Context: an optimization exercise on an open-source flow, tuned for small area, a short achievable clock period and few clock cycles per item. The choices shown serve that exercise and are no tape-out recipe. At most, simulation tests tie the RTL to the original design; equivalence was not proved.

==> 08-25: inputs <==
Design bqfi_biquad, start of the top module:
module bqfi_biquad (
    input  wire        clk,
    input  wire        rst,
    input  wire        in_valid,
    output wire        in_ready,
    input  wire [2:0]  in_op,
    input  wire        in_ch,
    input  wire [31:0] in_data,
    output wire        out_valid,
    output reg         out_ch,
    output wire [31:0] out_y
);
    reg [31:0] cf [0:9];
    reg [9:0]  cv;
    reg [31:0] x1 [0:1];
    reg [31:0] x2 [0:1];
    reg [31:0] y1 [0:1];
    reg [31:0] y2 [0:1];
    reg [1:0]  x1v, x2v, y1v, y2v;
    reg [7:0]  ph;
    reg        ch0;      
    reg        ch1;      
    reg [31:0] x;
    wire busy = ph[0] | ph[1] | ph[2] | ph[3];
    assign in_ready = ~busy;
    wire acc_cmd  = in_valid & ~busy & ~rst;
    wire acc_filt = acc_cmd & (in_op == 3'd0);
    reg [31:0] fa, fb;
    integer k;
    always @(*) begin
        fa = 32'd0;
        for (k = 0; k < 5; k = k + 1)
            if (ph[k]) fa = fa | ((ch0 ? (cv[5+k] ? cf[5+k] : 32'd0)
                                       : (cv[k]   ? cf[k]   : 32'd0)));
    end
    always @(*) begin
        case (1'b1)
            ph[1]:   fb = x1v[ch0] ? x1[ch0] : 32'd0;
            ph[2]:   fb = x2v[ch0] ? x2[ch0] : 32'd0;
            ph[3]:   fb = y1v[ch0] ? y1[ch0] : 32'd0;
            ph[4]:   fb = y2v[ch0] ? y2[ch0] : 32'd0;
            default: fb = x;
        endcase
    end
    wire              ua_s, ub_s, ua_z, ub_z, ua_i, ub_i, ua_n, ub_n;
    wire signed [9:0] ua_x, ub_x;
    wire [23:0]       ua_m, ub_m;
    wire [4:0]        ua_t, ub_t;
    fp_unpack2 u_up (
        .wa(fa), .wb(fb),
  ...
Settings: LEC_CHECK=0, ABC_AREA=1, CAP_MARGIN=20, CORE_MARGIN=2, CORE_UTILIZATION=55, PLACE_DENSITY=0.7, SLEW_MARGIN=20; clock period 18.0 ns.
standard.sh (not shown) runs the stock make flow with config.mk's settings and CLKGATE_MAP_FILE= SYNTH_SCRIPT=/design/flow/synth_recipe.tcl, a recipe that flattens the netlist after the stock synthesis.
==> flow/flow/run.sh <==
#!/bin/bash
# The standard layout, with timing repair (after CTS and after global
# routing) aiming for a setup slack of SETUP_SLACK_MARGIN ns at the design's
# own clock period. Everything else, constraints included, is the standard
# flow's. make's full output goes to flow_make.log; ORFS keeps each step's
# tool log under orfs/logs/.
set -euo pipefail
bash standard.sh finish SETUP_SLACK_MARGIN=10 > flow_make.log 2>&1
==> 11-05: changes against 08-25 <==
--- a/flow/design.v
+++ b/flow/design.v
@@ -31,52 +31,14 @@
     always @(*) begin
         t = 5'd0;
         for (i = 23; i >= 0; i = i - 1)
             if (m[i]) t = i[4:0];
     end
     assign tz = t;
 endmodule
-module fp_unpack2 (
-    input  wire [31:0]       wa,
-    input  wire [31:0]       wb,
-    output wire              s1,
-    output wire signed [9:0] x1,
-    output wire [23:0]       m1,
-    output wire [4:0]        tz1,
-    output wire              zero1, inf1, nan1,
-    output wire              s2,
-    output wire signed [9:0] x2,
-    output wire [23:0]       m2,
-    output wire [4:0]        tz2,
-    output wire              zero2, inf2, nan2
-);
-    wire a_sub = (wa[30:23] == 8'd0) & (wa[22:0] != 23'd0);
-    wire [31:0] wn = a_sub ? wa : wb;
-    wire [31:0] wp = a_sub ? wb : wa;
-    fp_unpack u_n (.w(wn), .s(s1), .x(x1), .m(m1), .tz(tz1), .zero(zero1), .inf(inf1), .nan(nan1));
-    wire [7:0]  e  = wp[30:23];
-    wire [22:0] f  = wp[22:0];
-    wire        ez = (e == 8'd0);
-    wire        eo = (e == 8'hFF);
-    wire        fz = (f == 23'd0);
-    assign s2    = wp[31];
-    assign zero2 = ez & fz;
-    assign inf2  = eo & fz;
-    assign nan2  = eo & ~fz;
-    assign m2    = {~ez, f};
-    assign x2    = {2'b00, e[7:1], e[0] | ez};
-    reg [4:0] t;
-    integer i;
-    always @(*) begin
-        t = 5'd0;
-        for (i = 23; i >= 0; i = i - 1)
-            if (m2[i]) t = i[4:0];
-    end
-    assign tz2 = t;
-endmodule
 module fp_mul (
     input  wire              clk,
     input  wire              sa,
     input  wire signed [9:0] xa,
     input  wire [23:0]       ma,
     input  wire [4:0]        tza,
     input  wire              za, ia, na,
@@ -1216,44 +1178,33 @@
     wire [7:0]  dd  = age ? dab[7:0] : dba[7:0];
     wire [23:0] mS  = age ? mb : ma;
     wire [26:0] sha = {mS, 3'b000} >> dd;
     wire [26:0] shb = sha;
     wire        ska = ~mbz & ({3'b000, tzb} + 8'd3 < dab[7:0]);
     wire        skb = ~maz & ({3'b000, tza} + 8'd3 < dba[7:0]);
     wire [26:0] wS  = age ? {sha[26:1], sha[0] | ska} : {shb[26:1], shb[0] | skb};
-    wire [24:0] mBi = {1'b0, mB} + 25'd1;
-    wire [28:0] wSn = sub ? ~{2'b00, wS} : {2'b00, wS};
-    wire [28:0] G1  = {2'b00, mB, 3'b100} + wSn + {28'd0, sub};
-    wire [28:0] GX  = (sub ? {2'b00, mB, 3'b010} : {1'b0, mBi, 3'b000}) + wSn + {28'd0, sub};
-    wire [2:0]  fl  = sub ? (3'd0 - wS[2:0]) : wS[2:0];
-    wire        f3  = mB[0] ^ wS[3] ^ (sub & (wS[2:0] != 3'd0));
-    wire        tie2 = f3 & (fl == 3'b000);
-    wire        tie1 = (fl == 3'b100);
-    wire        tie0 = (fl[1:0] == 2'b10);
-    wire        c2 = ~sub & G1[27];
-    wire        c0 = sub & ~GX[26];
-    wire [8:0]  xB1 = {1'b0, xB} + 9'd1;
-    wire [8:0]  xB2 = {1'b0, xB} + 9'd2;
-    wire [8:0]  xBm = {1'b0, xB} - 9'd1;
-    reg  [22:0] ffr;
-    reg  [8:0]  fe;
-    always @(*) begin
-        if (c2) begin
-            ffr = GX[28] ? 23'd0 : {GX[26:5], GX[4] & ~tie2};
-            fe  = GX[28] ? xB2 : xB1;
-        end else if (c0) begin
-            ffr = {GX[24:3], GX[2] & ~tie0};
-            fe  = xBm;
-        end else begin
-            ffr = G1[27] ? 23'd0 : {G1[25:4], G1[3] & ~tie1};
-            fe  = G1[27] ? xB1 : (G1[26] ? {1'b0, xB} : 9'd0);
-        end
-    end
-    wire [30:0] fr  = {fe[7:0], ffr};
-    wire        fov = (fe >= 9'd255);
+    wire [26:0] wB  = {mB, 3'b000};
+    wire [27:0] F   = sub ? ({1'b0, wB} - {1'b0, wS})
+                          : ({1'b0, wB} + {1'b0, wS});
+    wire [23:0] m2 = F[27:4], m1 = F[26:3], m0 = F[25:2];
+    wire        r2 = F[3] & ((|F[2:0]) | F[4]);
+    wire        r1 = F[2] & ((|F[1:0]) | F[3]);
+    wire        r0 = F[1] & (F[0] | F[2]);
+    wire [8:0]  e2 = {1'b0, xB} + 9'd1;
+    wire [8:0]  e0 = {1'b0, xB} - 9'd1;
+    wire [30:0] p2 = {e2[7:0], m2[22:0]};
+    wire [30:0] p1 = {(m1[23] ? xB : 8'd0), m1[22:0]};
+    wire [30:0] p0 = {e0[7:0], m0[22:0]};
+    wire [30:0] q2 = p2 + {30'd0, r2};
+    wire [30:0] q1 = p1 + {30'd0, r1};
+    wire [30:0] q0 = p0 + {30'd0, r0};
+    wire        c2 = F[27];
+    wire        c1 = ~F[27] & (F[26] | ~sub);
+    wire [30:0] fr  = c2 ? q2 : c1 ? q1 : q0;
+    wire        fov = c2 & (e2 >= 9'd255);
     wire [24:0] nab = {1'b0, ma} - {1'b0, mb};
     wire [24:0] nba = {1'b0, mb} - {1'b0, ma};
     wire [24:0] n1  = {mB, 1'b0} - {1'b0, mS};
     wire        altb = nab[24];              
     wire [24:0] N = d0  ? (altb ? {nba[23:0], 1'b0} : {nab[23:0], 1'b0})
                   : n1;
     wire        nsg = d0 ? (altb ? sb : sa) : sB;
@@ -1331,18 +1282,16 @@
             default: fb = x;
         endcase
     end
     wire              ua_s, ub_s, ua_z, ub_z, ua_i, ub_i, ua_n, ub_n;
     wire signed [9:0] ua_x, ub_x;
     wire [23:0]       ua_m, ub_m;
     wire [4:0]        ua_t, ub_t;
-    fp_unpack2 u_up (
-        .wa(fa), .wb(fb),
-        .s1(ua_s), .x1(ua_x), .m1(ua_m), .tz1(ua_t), .zero1(ua_z), .inf1(ua_i), .nan1(ua_n),
-        .s2(ub_s), .x2(ub_x), .m2(ub_m), .tz2(ub_t), .zero2(ub_z), .inf2(ub_i), .nan2(ub_n));
+    fp_unpack u_ua (.w(fa), .s(ua_s), .x(ua_x), .m(ua_m), .tz(ua_t), .zero(ua_z), .inf(ua_i), .nan(ua_n));
+    fp_unpack u_ub (.w(fb), .s(ub_s), .x(ub_x), .m(ub_m), .tz(ub_t), .zero(ub_z), .inf(ub_i), .nan(ub_n));
     reg              oa_s, ob_s, oa_z, ob_z, oa_i, ob_i, oa_n, ob_n;
     reg signed [9:0] oa_x, ob_x;
     reg [23:0]       oa_m, ob_m;
     reg [4:0]        oa_t, ob_t;
     always @(posedge clk) begin
         oa_s <= ua_s; oa_x <= ua_x; oa_m <= ua_m; oa_t <= ua_t; oa_z <= ua_z; oa_i <= ua_i; oa_n <= ua_n;
         ob_s <= ub_s; ob_x <= ub_x; ob_m <= ub_m; ob_t <= ub_t; ob_z <= ub_z; ob_i <= ub_i; ob_n <= ub_n;
@@ -1355,16 +1304,20 @@
         .y(mul_y));
     reg [31:0] prod;
     always @(posedge clk)
         prod <= {mul_y[31] ^ (ph[5] | ph[6]), mul_y[30:0]};
     reg  [31:0] acc;
     wire [31:0] add_y;
     fp_add u_add (.a(acc), .b(prod), .y(add_y));
-    always @(posedge clk)
-        acc <= ph[3] ? prod : add_y;
+    always @(posedge clk) begin
+        if (ph[3])
+            acc <= prod;
+        else if (ph[4] | ph[5] | ph[6] | ph[7])
+            acc <= add_y;
+    end
     assign out_y = acc;
     integer c;
     always @(posedge clk) begin
         if (rst) begin
             ph  <= 8'd0;
             cv  <= 10'd0;
             x1v <= 2'd0; x2v <= 2'd0; y1v <= 2'd0; y2v <= 2'd0;
@@ -1392,15 +1345,15 @@
     end
     always @(posedge clk) begin
         if (acc_filt) begin
             x   <= in_data;
             ch0 <= in_ch;
         end
         if (ph[4]) ch1 <= ch0;
-        out_ch <= ch1;
+        if (ph[7]) out_ch <= ch1;
         if (acc_cmd) begin
             for (c = 0; c < 10; c = c + 1)
                 if (in_op == (c % 5) + 1 && in_ch == (c / 5)) cf[c] <= in_data;
         end
         if (ph[2]) begin
             x1[ch0] <= x;
             x2[ch0] <= x1[ch0];
==> impl_metrics.tcl <==
set metrics [dict create \
    status "complete, no violations" \
    nonClkBufAreaFrac 0.0388 \
    netlist_instances 8412 \
    ys_seq_area_frac 0.349 \
    syn_area_um2 65300 \
    grt_util_met1 0.531 \
    slew_headroom 0.142 \
    taps 1536 \
    grt_max_degree 77 \
    min_to "ph[7]" \
    synth_xor_area_frac 0.0648 \
]
(the above is from 08-25)
==> impl_metrics.tcl <==
set metrics [dict create \
    tightest_slew_ps 1190 \
    viasPerCell 6.16 \
    holdWs_ps 425 \
    grt_util_met1 0.488 \
    slew_headroom 0.203 \
    min_to "u_mul.sy" \
    ys_seq_area_frac 0.342 \
    taps 1625 \
    status "complete, no violations" \
    nonClkBufAreaFrac 0.0450 \
    syn_area_um2 67600 \
    regToRegSetupSlack_ps 10020 \
    synth_xor_area_frac 0.0565 \
    netlist_instances 8708 \
    synth_top_area_frac 0.286 \
]
(the above is from 11-05)
Testbench counts of 08-25, summed over its fixed seeds: cycles 24,160, items 5,272.
The RTL of 11-05 was laid out without a check of its function.

-- static timing again, ports no longer ideal --
No port has a modelled driver above. Below, the same layouts with a new extraction and two added sets of constraints.
Step 1: set_driving_cell puts a clkbuf_16 on clk and a buf_2 on each other input, an assumption about the parent block.
Step 2 times the ports against the registers' clock, not the clock port: input delays grow and output delays shrink by t, the midpoint of the rising clock arrivals with the driver on.
Three values: no drivers, after step 1, after step 2; two values: the first two.
run	t (ns)	setup slack, ns	slew at the worst register clock pin (ns)
08-25	0.775	10.223 / 10.223 / 10.223	0.07 / 0.07
11-05	0.710	10.019 / 10.019 / 10.019	0.07 / 0.07
After both steps setup and hold are still met in every run listed.
